Source: an optimization exercise on an open RTL-to-GDS flow (aim: small area and few clock cycles). Production flows keep margins and buffers that such runs may drop.
The RTL was checked by simulation tests, not by an equivalence proof against the original design.
Power and IR drop assume default switching activity.

<file path="design/flow/run.sh">
#!/bin/bash
# synth_recipe.tcl (not shown) runs the flow's synth.tcl, then flattens the netlist and writes it again
# the make line also repeats each setting of config.mk as NAME=value (left out here)
make -C /OpenROAD-flow-scripts/flow DESIGN_CONFIG=/design/flow/config.mk WORK_HOME=/design/flow/orfs CLKGATE_MAP_FILE= SYNTH_SCRIPT=/design/flow/synth_recipe.tcl finish
</file>
<file path="design/flow/config.mk">
export PLATFORM = sky130hd
export DESIGN_NAME = djtag_core
export DESIGN_NICKNAME = djtag_core
export VERILOG_FILES = /design/flow/design.v
export SDC_FILE = /design/flow/constraint.sdc
export NUM_CORES = 4
export LEC_CHECK = 0
export CAP_MARGIN = 20
export CORE_MARGIN = 2
export CORE_UTILIZATION = 20
export SLEW_MARGIN = 20
</file>
<file path="design/flow/constraint.sdc">
create_clock -name core_clock -period 10.0 [get_ports {clk}]
set_input_delay 2.0000 -clock core_clock [delete_from_list [all_inputs] [get_ports {clk}]]
set_output_delay 2.0000 -clock core_clock [all_outputs]
set_load 0.01 [all_outputs]
</file>
<file path="design/flow/design.v">
module djtag_core (
    input  wire         clk,
    input  wire         rst,
    input  wire         rx_valid,
    input  wire [6:0]   rx_len,
    input  wire [511:0] rx_data,
    output wire         rx_take,
    output wire         tx_valid,
    output wire [6:0]   tx_len,
    output wire [511:0] tx_data,
    input  wire         tx_ready,
    output reg          tck_o,
    output reg          tdi_o,
    output reg          tms_o,
    input  wire         tdo_i,
    output reg          trst_oe,
    output reg          srst_oe
);
    localparam [2:0] S_B0   = 3'd0,    
                     S_B1   = 3'd1,    
                     S_B2   = 3'd2,    
                     S_XF   = 3'd3,    
                     S_JT   = 3'd4,    
                     S_DIV  = 3'd5,    
                     S_INFO = 3'd6,    
                     S_END  = 3'd7;    
    localparam [2:0] C_FREQ = 3'd2, C_XFER = 3'd3, C_SETSIG = 3'd4,
                     C_CLK = 3'd6, C_VOLT = 3'd7;
    reg [2:0]   st;
    reg [6:0]   rp;            
    reg [6:0]   oc;            
    reg         txv;
    reg [511:0] resp;
    reg [15:0]  div;
    reg         last_tdo;
    reg         scr;           
    reg [2:0]   cmd;           
    reg         fa;            
    reg         fb;            
    reg [16:0]  t;             
    reg [8:0]   r;             
    reg [2:0]   bp;            
    reg [7:1]   cap;           
    wire [7:0] pb = rx_data[{rp[5:0], 3'b000} +: 8];
    wire       at_end = (rp >= rx_len);
    wire [8:0] len_req = {fb, pb};
    wire [8:0] len_eff = (len_req > 9'd496) ? 9'd496 : len_req;
    wire [6:0] bl      = {1'b0, len_eff[8:3]} + {6'd0, |len_eff[2:0]};
    wire [7:0] last_db = {1'b0, rp} + {1'b0, bl};       
    wire [7:0] oc_bl   = {1'b0, oc} + {1'b0, bl};
    wire       xfer_ok = (last_db < {1'b0, rx_len}) && (fa || oc_bl <= 8'd64);
    wire       t_hit = (t == {div, 1'b0});
    wire       last  = (cmd == C_SETSIG) || (r == 9'd1);
    wire [2:0] bp1   = bp + 3'd1;
    wire [15:0] den   = {r[7:0], pb};
    wire [17:0] trial = {1'b0, t[15:0], div[14]} - {2'b0, den};
    wire        fits  = ~trial[17];
    wire [14:0] quo   = {div[13:0], fits};
    wire        pulse = r[0] & pb[0];
    reg [7:0] info_b;
    always @(*) begin
        case (r[3:0])
            4'd0: info_b = 8'h44;
            4'd1: info_b = 8'h4A;
            4'd2: info_b = 8'h54;
            4'd3: info_b = 8'h41;
            4'd4: info_b = 8'h47;
            4'd5: info_b = 8'h32;
            4'd6: info_b = 8'h0A;
            default: info_b = 8'h00;
        endcase
    end
    wire [7:0] xb;
    wire [7:0] capx = {cap, 1'b0};
    genvar g;
    generate
        for (g = 0; g < 8; g = g + 1) begin : g_xb
            assign xb[g] = (bp == 3'd7 - g) ? tdo_i :
                           (bp >  3'd7 - g) ? capx[g] : 1'b0;
        end
    endgenerate
    reg       we;
    reg [7:0] wd;
    wire      fall = (st == S_JT) && tck_o && t_hit;
    always @(*) begin
        we = 1'b0;
        wd = xb;
        case (st)
            S_B0: begin
                wd = {5'd0, last_tdo, 2'd0};
                we = rx_valid && !txv && !at_end && pb[3:0] == 4'h5 && oc != 7'd64;
            end
            S_B2: begin
                wd = {8{last_tdo}};
                we = !at_end && cmd == C_CLK && pb == 8'd0 && fa;
            end
            S_INFO: begin
                wd = info_b;
                we = 1'b1;
            end
            S_JT: begin
                if (cmd == C_CLK) begin
                    wd = {8{tdo_i}};
                    we = fall && last && fa;
                end else begin
                    we = fall && cmd == C_XFER && !fa && (bp == 3'd7 || last);
                end
            end
            default: ;
        endcase
    end
    generate
        for (g = 0; g < 64; g = g + 1) begin : g_resp
            always @(posedge clk) begin
                if (we && oc[5:0] == g)
                    resp[8*g +: 8] <= wd;
            end
        end
    endgenerate
    task apply_setsig;
        begin
            if (r[1]) scr     <= pb[1];
            if (r[3]) tms_o   <= pb[3];
            if (r[4]) trst_oe <= ~pb[4];
            if (r[5]) srst_oe <= ~pb[5];
        end
    endtask
    always @(posedge clk) begin
        if (rst) begin
            st       <= S_B0;
            rp       <= 7'd0;
            oc       <= 7'd0;
            txv      <= 1'b0;
            div      <= 16'd31;
            last_tdo <= 1'b0;
            scr      <= 1'b0;
            tck_o    <= 1'b0;
            tdi_o    <= 1'b0;
            tms_o    <= 1'b0;
            trst_oe  <= 1'b0;
            srst_oe  <= 1'b0;
        end else begin
            if (we) oc <= oc + 7'd1;
            case (st)
                S_B0: begin
                    if (txv) begin
                        if (tx_ready) begin
                            txv <= 1'b0;
                            oc  <= 7'd0;
                        end
                    end else if (rx_valid) begin
                        cmd <= pb[2:0];
                        fa  <= pb[7];
                        fb  <= pb[6];
                        r   <= 9'd0;
                        if (at_end) begin
                            st <= S_END;
                        end else begin
                            case (pb[3:0])
                                4'h1: st <= (oc > 7'd54) ? S_END : S_INFO;
                                4'h2, 4'h3, 4'h4, 4'h7: begin
                                    rp <= rp + 7'd1;
                                    st <= S_B1;
                                end
                                4'h5: begin
                                    if (oc == 7'd64) st <= S_END;
                                    else rp <= rp + 7'd1;
                                end
                                4'h6: begin
                                    if (pb[7] && oc == 7'd64) st <= S_END;
                                    else begin
                                        rp <= rp + 7'd1;
                                        st <= S_B1;
                                    end
                                end
                                4'h8: rp <= rp + 7'd1;
                                default: st <= S_END;
                            endcase
                        end
                    end
                end
                S_B1: begin
                    r <= {1'b0, pb};
                    if (at_end) begin
                        st <= S_END;
                    end else begin
                        case (cmd)
                            C_VOLT: begin
                                rp <= rp + 7'd1;
                                st <= S_B0;
                            end
                            C_XFER: begin
                                if (!xfer_ok) begin
                                    st <= S_END;
                                end else begin
                                    tms_o <= 1'b0;
                                    rp    <= rp + 7'd1;
                                    r     <= len_eff;
                                    bp    <= 3'd0;
                                    st    <= (len_eff == 9'd0) ? S_B0 : S_XF;
                                end
                            end
                            default: begin
                                rp <= rp + 7'd1;
                                st <= S_B2;
                            end
                        endcase
                    end
                end
                S_B2: begin
                    if (at_end) begin
                        st <= S_END;
                    end else begin
                        case (cmd)
                            C_FREQ: begin
                                if (den == 16'd0) begin
                                    div <= 16'hFFFF;
                                    rp  <= rp + 7'd1;
                                    st  <= S_B0;
                                end else begin
                                    div      <= 16'd31250;
                                    t[15:0]  <= 16'd0;
                                    {fb, bp} <= 4'd0;
                                    st       <= S_DIV;
                                end
                            end
                            C_SETSIG: begin
                                if (pulse) begin
                                    tdi_o <= scr;
                                    t     <= 17'd1;
                                    st    <= S_JT;
                                end else begin
                                    apply_setsig;
                                    rp <= rp + 7'd1;
                                    st <= S_B0;
                                end
                            end
                            default: begin    
                                if (pb != 8'd0) begin
                                    tms_o <= r[3];
                                    tdi_o <= r[1];
                                    r     <= {1'b0, pb};
                                    t     <= 17'd1;
                                    st    <= S_JT;
                                end else begin
                                    rp <= rp + 7'd1;
                                    st <= S_B0;
                                end
                            end
                        endcase
                    end
                end
                S_XF: begin
                    tdi_o <= pb[7];
                    t     <= 17'd1;
                    st    <= S_JT;
                end
                S_JT: begin
                    if (!t_hit) begin
                        t <= t + 17'd1;
                    end else if (!tck_o) begin
                        tck_o <= 1'b1;
                        t     <= 17'd1;
                    end else begin
                        tck_o <= 1'b0;
                        t     <= 17'd1;
                        r     <= r - 9'd1;
                        case (cmd)
                            C_XFER: begin
                                if (bp != 3'd7) cap[3'd7 - bp] <= tdo_i;
                                bp <= bp1;
                                if (last) begin
                                    if (bp != 3'd7) rp <= rp + 7'd1;
                                    st <= S_B0;
                                end else begin
                                    tdi_o <= pb[3'd7 - bp1];
                                    if (bp1 == 3'd7) rp <= rp + 7'd1;
                                end
                            end
                            C_SETSIG: begin
                                last_tdo <= tdo_i;
                                apply_setsig;
                                rp <= rp + 7'd1;
                                st <= S_B0;
                            end
                            default: begin    
                                last_tdo <= tdo_i;
                                if (last) begin
                                    rp <= rp + 7'd1;
                                    st <= S_B0;
                                end
                            end
                        endcase
                    end
                end
                S_DIV: begin
                    t[15:0]  <= fits ? trial[15:0] : {t[14:0], div[14]};
                    {fb, bp} <= {fb, bp} + 4'd1;
                    if ({fb, bp} == 4'd14) begin
                        div <= (quo == 15'd0) ? 16'd1 : {1'b0, quo};
                        rp  <= rp + 7'd1;
                        st  <= S_B0;
                    end else begin
                        div <= {1'b0, quo};
                    end
                end
                S_INFO: begin
                    r <= r + 9'd1;
                    if (r[3:0] == 4'd9) begin
                        rp <= rp + 7'd1;
                        st <= S_B0;
                    end
                end
                default: begin    
                    txv <= (oc != 7'd0);
                    rp  <= 7'd0;
                    st  <= S_B0;
                end
            endcase
        end
    end
    assign rx_take  = (st == S_END);
    assign tx_valid = txv;
    assign tx_len   = oc;
    assign tx_data  = resp;
endmodule
</file>
==> summary.md, run 1 <==
| Metric | Value |
|---|---|
| Status | `complete, no violations` |
| Synth warn | `1` |
| Clk root buf | `clkbuf_16` |
| Clock Latency Late Sink | `0.67 ns` |
| Final period util | `0.8383` |
| Yosys top cell by area | `edfxtp_1` |
| H-tree lvl count | `3` |
| Largest family of logic cells by synthesized area | `multiplexers` |
| Critical path launch point | `rx_data[510]` |
| Seq/Total Area, Yosys | `0.6301` |
| First-pass GRT wire length | `169,500 um` |
| Std-Cell Rows | `136` |
| I/O pins | `1,050` |
| Post-synth EDFFs | `553` |
| HPWL Detailed | `95,960 um` |
| Chip Width | `375.9 um` |
| DR vias | `21.98k` |
| Required time of the critical path | `10.60 ns` |
| TNS Setup | `0 ns` |
| Vias in the first global route | `22.29k` |
| Post-CTS Resized | `0` |
| WP data arrival | `8.98 ns` |
| Final Max Tran Viols | `0` |
| R2r worst-path depth | `25` |
| Main area contributors after synthesis | `edfxtp_1 60%, mux4_2 9.6%, ha_1 3.1%` |
| Share of cells above drive strength 1 | `0.1054` |
| Die H | `375.9 um` |
| Hold crit path type | `reg2reg` |
| Worst Skew | `0.06336 ns` |
| Minimum clock period | `8.383 ns` |
| CTS Buf Count | `67` |
| PortBufs | `1,049` |
| Synth Flop Type | `edfxtp_1` |
| #FFs+latches synth | `594` |
| Unrepaired setup endpoints after global routing | `false` |
| Final design utilization | `0.3105` |
| Post-CTS Setup Bufs | `0` |
| Critical path class | `in2reg` |
| CTS Sinks | `594` |
| CTS tree | `yes` |
| Fmax | `119.3 MHz` |
| Max Cap Viol | `0` |
| Initial antenna violation count | `30` |
| FILL cells | `13.72k` |
| Gr ovfl total | `0` |
| Rel. slew slack | `0.2780` |
| Wire length per cell | `25.61 um` |
| Finished Cell Area | `42,640 um^2` |
| Simple logic cell fraction of the synthesized area | `0.08889` |
| Routed WL | `124,000 um` |
| Largest net degree at the start of global routing | `65` |
| Core Area | `137,300 um^2` |
| Syn Area/Cell | `14.47 um^2` |
| Maximum vdd ir drop | `124.1 uV` |
| Post-route ant nets | `0` |
| Worst Path Max Fanout | `12` |
| Worst Setup Start Kind | `input pin` |
| Drt pass-1 iters | `5` |
| Worst-path clk slew | `0.05 ns` |
| Total GRT Usage | `0.1688` |
| Hold path startpoint | `trst_oe` |
| Adder-Cell Fraction of Synth Area | `0.03339` |
| XOR/XNOR Fraction of Synth Area | `0.01773` |
| Syn_nets | `2,507` |
| DR DRC count | `0` |
| Synth Cell Area | `27,660 um^2` |
| Worst slew pin tran | `1.083 ns` |
| DP Area | `40,450 um^2` |
| Hold Buf Count CTS | `0` |
| Leakage | `14.22 nW` |
| Worst hold margin | `0.4622 ns` |
| Multiplexer share of the synthesized area | `0.1211` |
| Fin. Hold Viols | `0` |
| Async SR Flop Fraction | `0` |
| CP endpoint kind | `flop` |
| Number of distinct library cells after synthesis | `82` |
| Die area | `141,300 um^2` |
| Gpl congestion | `0.9280` |
| Endpoints failing setup | `0` |
| Clock buffer depth | `3` |
| Via density | `4.538` |
| Area share of the leading cell type in the synthesized netlist | `0.6004` |
| Initial core utilization | `0.2014` |
| Synth Area in Compound Gates | `0.08347` |
| 1st-iter DRT viols | `1,601` |
| CP endpoint | `rp[3]` |
| Post-Syn Instances | `1,911` |
| PwrDens | `192.4 nW/um^2` |
| Synth-to-Final Area Change | `54.16%` |
| Reg2reg setup slack | `1.99 ns` |
| R2R Path Start | `rp[0]` |
| Worst R2R End | `rp[3]` |
| Layout net count | `3,580` |
-- worst min-delay path by stage --
stage / to / slack, ns / depth (start not counted)
floorplan: div[15] / 0.46 / 2
global placement: trst_oe / 0.45 / 2
detailed placement: trst_oe / 0.46 / 2
CTS: trst_oe / 0.46 / 2
global route: trst_oe / 0.47 / 2
finish: trst_oe / 0.46 / 2
-- sequential cells by signal (all words and copies together), names as in the netlist, 3 cells and up --
| name | flops |
|---|---|
| resp | 512 |
| t | 17 |
| div | 16 |
| r | 9 |
| cap | 7 |
| oc | 7 |
| rp | 7 |
| bp | 3 |
| cmd | 3 |
| st | 3 |
-- cell usage after synthesis, drive strengths merged, types with 19 or more instances --
| cell | number |
|---|---|
| nand3 | 49 |
| nor2b | 20 |
| inv | 57 |
| edfxtp | 553 |
| o22ai | 24 |
| xnor2 | 23 |
| ha | 69 |
| mux4 | 118 |
| a31oi | 19 |
| buf | 33 |
| dfxtp | 41 |
| nand2 | 123 |
| nor3 | 42 |
| clkbuf | 64 |
| a21oi | 64 |
| nor2 | 168 |
| xor2 | 33 |
| o21ai | 52 |
| mux2i | 51 |
-- layout make-up --
class | count | area (um^2) | share of cell area
antenna | 12 | 30.03 | 0.0007043
clock buffer | 87 | 1782 | 0.04179
clock inverter | 35 | 375.4 | 0.008804
inverter | 58 | 217.7 | 0.005106
multi-input combinational | 1162 | 9634 | 0.2260
sequential | 594 | 17440 | 0.4090
tap | 1794 | 2245 | 0.05265
timing repair buffer | 1101 | 10920 | 0.2560
-- report_power, final --
part	switching, mW	internal (mW)
Sequential	0.141	2.97
Clock	1.07	1.34
Combinational	1.55	1.12
Total	2.77	5.44
-- per-layer routing --
layer | share of wire | GRT usage | wire, um | up-vias
met3 | 0.077 | 0.04012 | 9508 | 181
met2 | 0.52 | 0.3103 | 64900 | 1096
li1 | - | - | - | 9708
met4 | 0.035 | 0.06623 | 4398 | 14
met1 | 0.36 | 0.1861 | 45140 | 10980
met5 | 0.00069 | 0 | 86 | -
-- worst max-delay path, cell delays in order --
cell and delay (ns):
clkdlybuf4s50_1 0.42, mux4_2 0.61, mux4_2 0.55, mux4_2 0.56
and3_1 0.24, and3_1 0.21, a21oi_1 0.15, ha_1 0.19
ha_1 0.29, fa_1 0.46, a21o_1 0.18, a21oi_1 0.23
o21bai_1 0.09, a21oi_1 0.17, xnor2_1 0.14, ha_1 0.26
nand3_1 0.11, nor3_1 0.08, nor4_1 0.28, nand2_1 0.13
a311o_1 0.34, a2111oi_2 0.36, nor2_1 0.25, or4_1 0.54
a21boi_1 0.14
-- cells in the final DEF (no fill, tap or decap), types with 17 or more instances in the layout --
| master | count |
|---|---|
| clkdlybuf4s50_1 | 1049 |
| edfxtp_1 | 553 |
| nor2_1 | 164 |
| nand2_1 | 122 |
| mux4_2 | 118 |
| ha_1 | 69 |
| clkbuf_16 | 67 |
| a21oi_1 | 62 |
| inv_1 | 54 |
| mux2i_1 | 51 |
| o21ai_0 | 50 |
| buf_4 | 50 |
| nand3_1 | 49 |
| nor3_1 | 41 |
| dfxtp_1 | 37 |
| xor2_1 | 33 |
| o22ai_1 | 24 |
| xnor2_1 | 23 |
| a31oi_1 | 19 |
| nor2b_1 | 18 |
| and3_1 | 18 |
| clkbuf_1 | 17 |
-- stage by stage --
stage               power [mW]  setup WS (ns)  std cells
global route             8.597          1.125       4838
detailed placement       5.861         0.9966       4709
floorplan                4.794          2.273       1911
CTS                      8.313          1.718       4831
global placement         5.845         0.9878       4708
finish                   8.204          1.617       4843
-- kinds of logic after synthesis --
family          Yosys count
compound gates          333
xor+xnor                 56
flops                   594
simple gates            516
mux                     185
buf+inv                 155
fa+ha+maj                72
Testbench counts, summed over its fixed seeds: cycles 2,787,457.
==> run 2, diff against run 1 <==
==> design/flow/flow/run.sh (new file) <==
#!/bin/bash
# The standard layout, with the smallest buffer (buf_1) on every port
# instead of the one buffer_ports picks by default.
set -uo pipefail
bash standard.sh "BUFFER_PORTS_ARGS=-buffer_cell sky130_fd_sc_hd__buf_1" finish > standard.log 2>&1
==> design/flow/standard.sh (new file) <==
#!/bin/bash
# synth_recipe.tcl (not shown) runs the flow's synth.tcl, then flattens the netlist and writes it again
# the make line also repeats each setting of config.mk as NAME=value (left out here)
make -C /OpenROAD-flow-scripts/flow DESIGN_CONFIG=/design/flow/config.mk WORK_HOME=/design/flow/orfs CLKGATE_MAP_FILE= SYNTH_SCRIPT=/design/flow/synth_recipe.tcl "${@:-finish}"
removed: design/flow/run.sh
==> run 2 against run 1 <==
  * Total power down 4.6%
  * Critical path type unchanged
  * Combinational power down 7.8%
  * Fmax up 2.7%
  * Critical path depth up 3
  * Worst hold slack worse by 0.0056 ns
  * First-iteration DRC count up 16%
  * Cell count down 0.31%
  * Still clean
  * Die area unchanged
  * Via count about the same
==> summary.md, run 2 <==
| Metric | Value |
|---|---|
| Most used cell, CP | `ha_1` |
| I/O pins | `1,050 (unchanged)` |
| Final period util | `0.8163 (was 0.8383)` |
| CTS Sinks | `594 (unchanged)` |
| Delay-heaviest family, CP | `compound AO/OA/AOI/OAI gates (was simple AND/OR/NAND/NOR gates)` |
| Post-CTS Setup Bufs | `0 (unchanged)` |
| Leakage | `11.21 nW (was 14.22 nW)` |
| Clk root buf | `clkbuf_16 (unchanged)` |
| Seq/Total Area, Yosys | `0.6301 (unchanged)` |
| Die area | `141,300 um^2 (unchanged)` |
| Unrepaired setup endpoints after global routing | `false (unchanged)` |
| Area share of the leading cell type in the synthesized netlist | `0.6004 (unchanged)` |
| Synth warn | `1 (unchanged)` |
| Met2 wire length | `62,010 um (was 64,900 um)` |
| HPWL Detailed | `93,130 um (was 95,960 um)` |
| Std-Cell Rows | `136 (unchanged)` |
| Final Max Tran Viols | `0 (unchanged)` |
| Buffer and inverter count on the worst path | `1 (unchanged)` |
| Syn Area/Cell | `14.47 um^2 (unchanged)` |
| Vias in the first global route | `21.25k (was 22.29k)` |
| TNS Setup | `0 ns (unchanged)` |
| Hold Buf Count CTS | `0 (unchanged)` |
| Synth Cell Area | `27,660 um^2 (unchanged)` |
| CP endpoint kind | `flop (unchanged)` |
| Required time of the critical path | `10.59 ns (was 10.60 ns)` |
| Max layer used | `met5 (unchanged)` |
| Endpoints failing setup | `0 (unchanged)` |
| Routed WL | `119,500 um (was 124,000 um)` |
| Yosys top cell by area | `edfxtp_1 (unchanged)` |
| Maximum vdd ir drop | `132.8 uV (was 124.1 uV)` |
| Hold crit path type | `reg2reg (unchanged)` |
| Die H | `375.9 um (unchanged)` |
| Worst Path Max Fanout | `12 (unchanged)` |
| Fin. Hold Viols | `0 (unchanged)` |
| Placed instance count | `4,699 (was 4,709)` |
| Via density | `4.555 (was 4.538)` |
| Clock buffer depth | `3 (unchanged)` |
| Async SR Flop Fraction | `0 (unchanged)` |
| Core Area | `137,300 um^2 (unchanged)` |
| Biggest regs | `resp x512, t x17, div x16 (unchanged)` |
| Total GRT Usage | `0.1605 (was 0.1688)` |
| Gpl congestion | `0.9630 (was 0.9280)` |
| Rel. slew slack | `0.2319 (was 0.2780)` |
| Gr ovfl total | `0 (unchanged)` |
| Worst Setup Start Kind | `input pin (unchanged)` |
| Worst-path clk slew | `0.06 ns (was 0.05 ns)` |
| Top post-synthesis cells by count | `553 x edfxtp_1, 167 x nor2_1, 122 x nand2_1 (unchanged)` |
| 1st-iter DRT viols | `1,860 (was 1,601)` |
| Drt pass-1 iters | `5 (unchanged)` |
| Slowest CP cell | `mux4_2 (unchanged)` |
| Power Total | `7.823 mW (was 8.204 mW)` |
| Status | `complete, no violations (unchanged)` |
| Max Cap Viol | `0 (unchanged)` |
| Post-CTS Resized | `0 (unchanged)` |
| Initial antenna violation count | `30 (unchanged)` |
| Syn_nets | `2,507 (unchanged)` |
| WP data arrival | `8.75 ns (was 8.98 ns)` |
| Main area contributors after synthesis | `edfxtp_1 60%, mux4_2 9.6%, ha_1 3.1% (unchanged)` |
| Non-filler cells, final | `4,828 (was 4,843)` |
| Post-route ant nets | `0 (unchanged)` |
| Minimum clock period | `8.163 ns (was 8.383 ns)` |
| Clock Latency Late Sink | `0.67 ns (about the same)` |
| Synth-to-Final Area Change | `29.42% (was 54.16%)` |
| Worst Skew | `0.05544 ns (was 0.06336 ns)` |
| WL met1 | `42,610 um (was 45,140 um)` |
| Initial core utilization | `0.2014 (unchanged)` |
| Post-synth EDFFs | `553 (unchanged)` |
| Number of flip-flops in the largest register | `512 (unchanged)` |
| #FFs+latches synth | `594 (unchanged)` |
| CTS tree | `yes (unchanged)` |
| PortBufs | `1,049 (unchanged)` |
| CTS Buf Count | `58 (was 67)` |
| PwrDens | `218.5 nW/um^2 (was 192.4 nW/um^2)` |
| Most frequent cells in the layout | `1,049 x buf_1, 553 x edfxtp_1, 164 x nor2_1 (was 1,049 x clkdlybuf4s50_1, 553 x edfxtp_1, 164 x nor2_1)` |
| Wire length per cell | `24.75 um (was 25.61 um)` |
| Largest Register | `resp (unchanged)` |
| Synth Flop Type | `edfxtp_1 (unchanged)` |
| Layout net count | `3,562 (was 3,580)` |
| Share of cells above drive strength 1 | `0.1032 (was 0.1054)` |
| Largest net degree at the start of global routing | `65 (unchanged)` |
| Worst hold margin | `0.4566 ns (was 0.4622 ns)` |
| CP peak stage delay | `0.58 ns (was 0.61 ns)` |
| Number of distinct library cells after synthesis | `82 (unchanged)` |
| Count leader, synth | `edfxtp_1 (unchanged)` |
| H-tree lvl count | `2 (was 3)` |
| Fmax | `122.5 MHz (was 119.3 MHz)` |
| Commonest non-fill, non-tap cell in the layout | `buf_1 (was clkdlybuf4s50_1)` |
| Chip Width | `375.9 um (unchanged)` |
| Critical path class | `in2reg (unchanged)` |
| First-pass GRT wire length | `161,700 um (was 169,500 um)` |
| Worst slew pin tran | `1.150 ns (was 1.083 ns)` |
| DR DRC count | `0 (unchanged)` |
| Met3 WL | `9606 um (was 9508 um)` |
| Post-Syn Instances | `1,911 (unchanged)` |
| DR vias | `21.99k (was 21.98k)` |
-- run 2: cell counts after synthesis --
Identical to the previous run, type by type.
-- run 2: metal layers --
metal  GRT usage  vias to the layer above
met5           0                        -
met4     0.07206                        8
met3     0.03208                      196
met2      0.2930                     1232
met1      0.1793                    10870
li1            -                     9689
-- run 2: cell type report --
cell class / count / area (um^2)
Timing Repair Buffer: 1092 / 4283
Inverter: 58 / 217.7
Tap cell: 1794 / 2245
Multi-Input combinational cell: 1162 / 9634
Fill cell: 14350 / 101500
Antenna cell: 20 / 50.05
Sequential cell: 594 / 17440
Clock inverter: 45 / 457.9
Clock buffer: 63 / 1470
-- run 2: through the flow --
step	instance area, um^2	setup WS [ns]	util
after floorplan	27660	2.273	-
after global placement	33810	1.328	0.2462
after detailed placement	33810	1.255	0.2462
after CTS	35740	1.888	0.2603
after global routing	35780	1.451	0.2605
final	35800	1.837	0.2607
-- run 2: worst min-delay path: stages, from the launching register on --
cell and delay (ns):
dfxtp_1 0.31, nand2_1 0.05, a21oi_1 0.05
-- run 2: path summary, 6_finish.rpt --
path / from / to / slack (ns) / cells after the start
max: rx_data[399] / rp[3] / 1.84 / 28
min: srst_oe / srst_oe / 0.46 / 2
max reg2reg: rp[1] / rp[3] / 1.84 / 27
min reg2reg: srst_oe / srst_oe / 0.46 / 2
-- run 2: kinds of logic after synthesis --
logic type | share of synthesized area
adders and majority gates | 0.03339
muxes | 0.1211
AOI/OAI and AO/OA | 0.08347
buffers and inverters | 0.02538
and+or+nand+nor | 0.08890
DFF | 0.6301
xor gates and xnor gates | 0.01773
-- run 2: power by group --
| group | internal [mW] | leakage [nW] | total [mW] | switching, mW |
|---|---|---|---|---|
| Combinational | 0.975 | 4.84 | 2.47 | 1.50 |
| Clock | 1.21 | 0.934 | 2.21 | 0.999 |
| Sequential | 2.97 | 5.44 | 3.14 | 0.173 |
| Total | 5.15 | 11.2 | 7.82 | 2.67 |
==> run 3, diff against run 2 <==
--- a/design/flow/design.v
+++ b/design/flow/design.v
@@ -43,10 +43,11 @@
     reg [7:1]   cap;           
-    wire [7:0] pb = rx_data[{rp[5:0], 3'b000} +: 8];
+    wire [7:0] pb;
+    djtag_rdmux u_rdmux (.d(rx_data), .sel(64'd1 << rp[5:0]), .q(pb));
     wire       at_end = (rp >= rx_len);
-    wire [8:0] len_req = {fb, pb};
-    wire [8:0] len_eff = (len_req > 9'd496) ? 9'd496 : len_req;
-    wire [6:0] bl      = {1'b0, len_eff[8:3]} + {6'd0, |len_eff[2:0]};
-    wire [7:0] last_db = {1'b0, rp} + {1'b0, bl};       
-    wire [7:0] oc_bl   = {1'b0, oc} + {1'b0, bl};
-    wire       xfer_ok = (last_db < {1'b0, rx_len}) && (fa || oc_bl <= 8'd64);
+    wire       clamp   = fb & (&pb[7:4]) & (|pb[3:0]);      
+    wire [8:0] len_eff = {fb, pb[7:4], pb[3:0] & {4{~clamp}}};
+    wire       part    = |len_eff[2:0];
+    wire [7:0] last_db = {1'b0, rp} + {2'b0, len_eff[8:3]} + {7'd0, part};
+    wire [7:0] oc_bl   = {1'b0, oc} + {2'b0, len_eff[8:3]} + {7'd0, part};
+    wire       xfer_ok = (last_db < {1'b0, rx_len}) && (fa || !oc_bl[7] && (!oc_bl[6] || oc_bl[5:0] == 6'd0));
     wire       t_hit = (t == {div, 1'b0});
@@ -326 +327,13 @@
 endmodule
+module djtag_rdmux (
+    input  wire [511:0] d,
+    input  wire [63:0]  sel,
+    output reg  [7:0]   q
+);
+    integer k;
+    always @(*) begin
+        q = 8'd0;
+        for (k = 0; k < 64; k = k + 1)
+            q = q | (d[8*k +: 8] & {8{sel[k]}});
+    end
+endmodule
--- a/design/flow/config.mk
+++ b/design/flow/config.mk
@@ -11 +11,2 @@
 export SLEW_MARGIN = 20
+export SYNTH_HIERARCHICAL = 1
==> run 3 against run 2 <==
  * Still clean
  * Final area fell by 2.8%
  * Clock-buffer cell count is 13 higher
  * Synthesized cell count is 4.5% higher
  * Die area decreased by 3.0%
  * Sequential share of layout area rose by 1.4 points
  * Clock skew grew 0.0046 ns
  * Critical path depth decreased by 1
  * First-iteration DRC count up 24%
  * Utilization about the same
==> summary.md, run 3 <==
| Metric | Value |
|---|---|
| Placed instance count | `4,728 (was 4,699)` |
| Status | `complete, no violations (unchanged)` |
| Gr ovfl total | `0 (unchanged)` |
| Non-filler cells, final | `4,879 (was 4,828)` |
| Post-CTS Setup Bufs | `0 (unchanged)` |
| I/O pins | `1,050 (unchanged)` |
| Finished Cell Area | `34,810 um^2 (was 35,800 um^2)` |
| Rel. slew slack | `0.2498 (was 0.2319)` |
| Via density | `4.696 (was 4.555)` |
| Power Total | `7.812 mW (was 7.823 mW)` |
| CTS Buf Count | `60 (was 58)` |
| Final Max Tran Viols | `0 (unchanged)` |
| Seq pwr share | `0.403 (was 0.402)` |
| Initial core utilization | `0.2012 (was 0.2014)` |
| Async SR Flop Fraction | `0 (unchanged)` |
| Final period util | `0.8309 (was 0.8163)` |
| Number of distinct library cells after synthesis | `86 (was 82)` |
| TNS Setup | `0 ns (unchanged)` |
| Worst setup margin | `1.691 ns (was 1.837 ns)` |
| Worst Skew | `0.06003 ns (was 0.05544 ns)` |
| Routed WL | `140,800 um (was 119,500 um)` |
| Main area contributors after synthesis | `edfxtp_1 62%, a22o_1 4.3%, a221oi_1 4.2% (was edfxtp_1 60%, mux4_2 9.6%, ha_1 3.1%)` |
| Commonest non-fill, non-tap cell in the layout | `buf_1 (unchanged)` |
| Critical path class | `reg2reg (was in2reg)` |
| Largest net degree at the start of global routing | `61 (was 65)` |
| Top post-synthesis cells by count | `553 x edfxtp_1, 212 x nor2_1, 133 x a22o_1 (was 553 x edfxtp_1, 167 x nor2_1, 122 x nand2_1)` |
| Post-CTS Resized | `0 (unchanged)` |
| Worst hold margin | `0.4736 ns (was 0.4566 ns)` |
| Post-Syn Instances | `1,997 (was 1,911)` |
| CTS tree | `yes (unchanged)` |
| Drt pass-1 iters | `6 (was 5)` |
| Vias in the first global route | `22.21k (was 21.25k)` |
| First-pass GRT wire length | `184,700 um (was 161,700 um)` |
| Syn Area/Cell | `13.43 um^2 (was 14.47 um^2)` |
| Unrepaired setup endpoints after global routing | `false (unchanged)` |
| WL met1 | `46,570 um (was 42,610 um)` |
| Endpoints failing setup | `0 (unchanged)` |
| Leakage | `11.03 nW (was 11.21 nW)` |
| Synth-to-Final Area Change | `29.80% (was 29.42%)` |
| Max layer used | `met5 (unchanged)` |
| FILL cells | `14.19k (was 14.35k)` |
| Met2 wire length | `73,110 um (was 62,010 um)` |
| Std-Cell Rows | `134 (was 136)` |
| Post-synth EDFFs | `553 (unchanged)` |
| Combinational Power Share | `0.309 (was 0.316)` |
| Chip Width | `370.2 um (was 375.9 um)` |
| WP data arrival | `8.62 ns (was 8.75 ns)` |
| Post-placement setup slack | `1.143 ns (was 1.255 ns)` |
| Area share of the leading cell type in the synthesized netlist | `0.6193 (was 0.6004)` |
| Yosys top cell by area | `edfxtp_1 (unchanged)` |
| Fin. Hold Viols | `0 (unchanged)` |
| Die H | `370.2 um (was 375.9 um)` |
| PortBufs | `1,049 (unchanged)` |
| DR vias | `22.91k (was 21.99k)` |
| Worst Setup Start Kind | `flop (was input pin)` |
| Sw Share | `0.3513 (was 0.3414)` |
| P_sw | `2.744 mW (was 2.671 mW)` |
| DP Area | `32,710 um^2 (was 33,810 um^2)` |
| Maximum vdd ir drop | `146.2 uV (was 132.8 uV)` |
| 1st-iter DRT viols | `2,307 (was 1,860)` |
| Synth Cell Area | `26,810 um^2 (was 27,660 um^2)` |
| CTS Sinks | `594 (unchanged)` |
| PwrDens | `224.4 nW/um^2 (was 218.5 nW/um^2)` |
| Syn_nets | `2,596 (was 2,507)` |
| Met3 WL | `9980 um (was 9606 um)` |
| Worst slew pin tran | `1.121 ns (was 1.150 ns)` |
| Total GRT Usage | `0.1947 (was 0.1605)` |
| Final design utilization | `0.2611 (was 0.2607)` |
| #FFs+latches synth | `594 (unchanged)` |
| Die area | `137,000 um^2 (was 141,300 um^2)` |
| Number of flip-flops in the largest register | `512 (unchanged)` |
| Wire length per cell | `28.86 um (was 24.75 um)` |
| Worst Path Max Fanout | `8 (was 12)` |
| Gpl congestion | `1.013 (was 0.9630)` |
| Largest Register | `resp (unchanged)` |
| Int Power | `5.068 mW (was 5.152 mW)` |
| Biggest regs | `resp x512, t x17, div x16 (unchanged)` |
| CP endpoint kind | `flop (unchanged)` |
| Clock Power Share | `0.288 (was 0.282)` |
| Required time of the critical path | `10.31 ns (was 10.59 ns)` |
| Count leader, synth | `edfxtp_1 (unchanged)` |
| HPWL Detailed | `115,200 um (was 93,130 um)` |
| Initial antenna violation count | `69 (was 30)` |
| Worst-path clk slew | `0.06 ns (about the same)` |
| Synth warn | `8 (was 1)` |
| DR DRC count | `0 (unchanged)` |
| Minimum clock period | `8.309 ns (was 8.163 ns)` |
| Seq/Total Area, Yosys | `0.6499 (was 0.6301)` |
| Share of cells above drive strength 1 | `0.05604 (was 0.1032)` |
| Clock buffer depth | `3 (unchanged)` |
| Clock Latency Late Sink | `0.66 ns (was 0.67 ns)` |
| H-tree lvl count | `2 (unchanged)` |
| Hold Buf Count CTS | `0 (unchanged)` |
| Core Area | `133,300 um^2 (was 137,300 um^2)` |
| Max Cap Viol | `0 (unchanged)` |
| Fmax | `120.4 MHz (was 122.5 MHz)` |
| Clk root buf | `clkbuf_16 (unchanged)` |
| Hold crit path type | `reg2reg (unchanged)` |
| Synth Flop Type | `edfxtp_1 (unchanged)` |
| Layout net count | `3,621 (was 3,562)` |
| Most frequent cells in the layout | `1,049 x buf_1, 553 x edfxtp_1, 211 x nor2_1 (was 1,049 x buf_1, 553 x edfxtp_1, 164 x nor2_1)` |
| Post-route ant nets | `0 (unchanged)` |
[run 3: changes by cell type after synthesis, sizes merged, moves of 11 or more]
| cell | change |
|---|---|
| a22o | +122 |
| a221oi | +117 |
| mux4 | -116 |
| nor2 | +44 |
| mux2i | -33 |
| nand4 | +33 |
| nand2 | -23 |
| buf | +21 |
| xnor2 | +18 |
| a22oi | -14 |
| o21ai | -12 |
| xor2 | -11 |
[run 3: modules after synthesis (local to each module, per instance)]
| module | flops+latches | area (um^2) | cells | copies in the design |
|---|---|---|---|---|
| djtag_rdmux | 0 | 2874 | 360 | 1 |
| djtag_core | 594 | 23940 | 1637 | 1 |
[run 3: worst paths after layout]
| check | start | to | slack, ns | cells after the start |
|---|---|---|---|---|
| setup / recovery | rp[1] | bp[1] | 1.69 | 27 |
| hold / removal | div[15] | div[15] | 0.47 | 2 |
| setup reg to reg | rp[1] | bp[1] | 1.69 | 27 |
| hold reg to reg | div[15] | div[15] | 0.47 | 2 |
[run 3: worst max-delay path, cell delays in order, from the launching register on]
cell       delay, ns
dfxtp_1         0.49
inv_1           0.18
ha_1            0.30
nand2_1         0.32
nor2_1          0.32
a22o_1          0.29
a221oi_1        0.56
nand4_1         0.46
or4_1           0.75
inv_1           0.23
nor3_1          0.08
a31oi_1         0.29
inv_1           0.10
fa_1            0.43
fa_1            0.41
inv_1           0.08
a21o_1          0.11
a21oi_1         0.10
o21bai_1        0.14
a21oi_1         0.10
xnor2_1         0.13
ha_1            0.20
a2111oi_0       0.46
a22oi_1         0.17
or3_1           0.48
nor2_1          0.19
o21ai_1         0.11
a2111oi_2       0.46
[run 3: area by class of cell]
type                            instances  area (um^2)  area share
Clock inverter                         33        419.2     0.01204
Timing Repair Buffer                 1083         4193      0.1205
Multi-Input combinational cell       1228         8682      0.2494
Clock buffer                           76         1562     0.04486
Inverter                               55        206.4    0.005931
Tap cell                             1768         2212     0.06356
Antenna cell                           42        105.1    0.003020
Sequential cell                       594        17430      0.5007
[run 3: cell families after synthesis]
group	count (synthesis)	synth area share
buf+inv	175	0.03098
mux	31	0.01302
fa+ha+maj	75	0.03640
flops	594	0.6499
compound gates	494	0.1446
xor+xnor	63	0.02058
simple gates	565	0.1046
[run 3: layer usage]
metal | global-route usage | vias to the layer above
met5 | 0 | -
met4 | 0.1384 | 10
met3 | 0.04192 | 341
met2 | 0.3561 | 1339
met1 | 0.1948 | 11230
li1 | - | 9997
[run 3: power groups by stage]
stage | Sequential (mW) | Combinational, mW | Clock, mW
3_3_place_gp | 3.20 | 2.37 | 0
4_1_cts | 3.14 | 2.40 | 2.31
6_report | 3.15 | 2.41 | 2.25
5_1_grt | 3.16 | 2.61 | 2.41
3_5_place_dp | 3.20 | 2.39 | 0
2_1_floorplan | 3.14 | 1.53 | 0
Testbench counts of run 3, summed over its fixed seeds: cycles 2,787,457.

[port drivers added, routing unchanged]
Ports are ideal in the flow. The routed layouts listed here were re-timed in OpenROAD.
Step 1, drivers: a clkbuf_16 drives clk and a buf_2 each remaining input, both assumed.
Step 2 also shifts input and output timing later by t, the mid clock arrival at the registers, as if the neighbouring blocks saw the same clock.
Three values: no drivers, after step 1, after step 2; two values: the first two.
| run | shift t [ns] | setup WS [ns] | worst setup path after step 2 |
|---|---|---|---|
| run 1 | 0.705 | 1.617 / 1.647 / 0.943 | input to register |
| run 2 | 0.695 | 1.837 / 1.838 / 1.164 | input to register |
| run 3 | 0.712 | 1.691 / 1.691 / 1.214 | input to register |
After both steps every run listed still meets setup and hold. The setup slack of run 1, which loses most, moves by +0.030 ns with the drivers and by -0.674 ns with both steps.
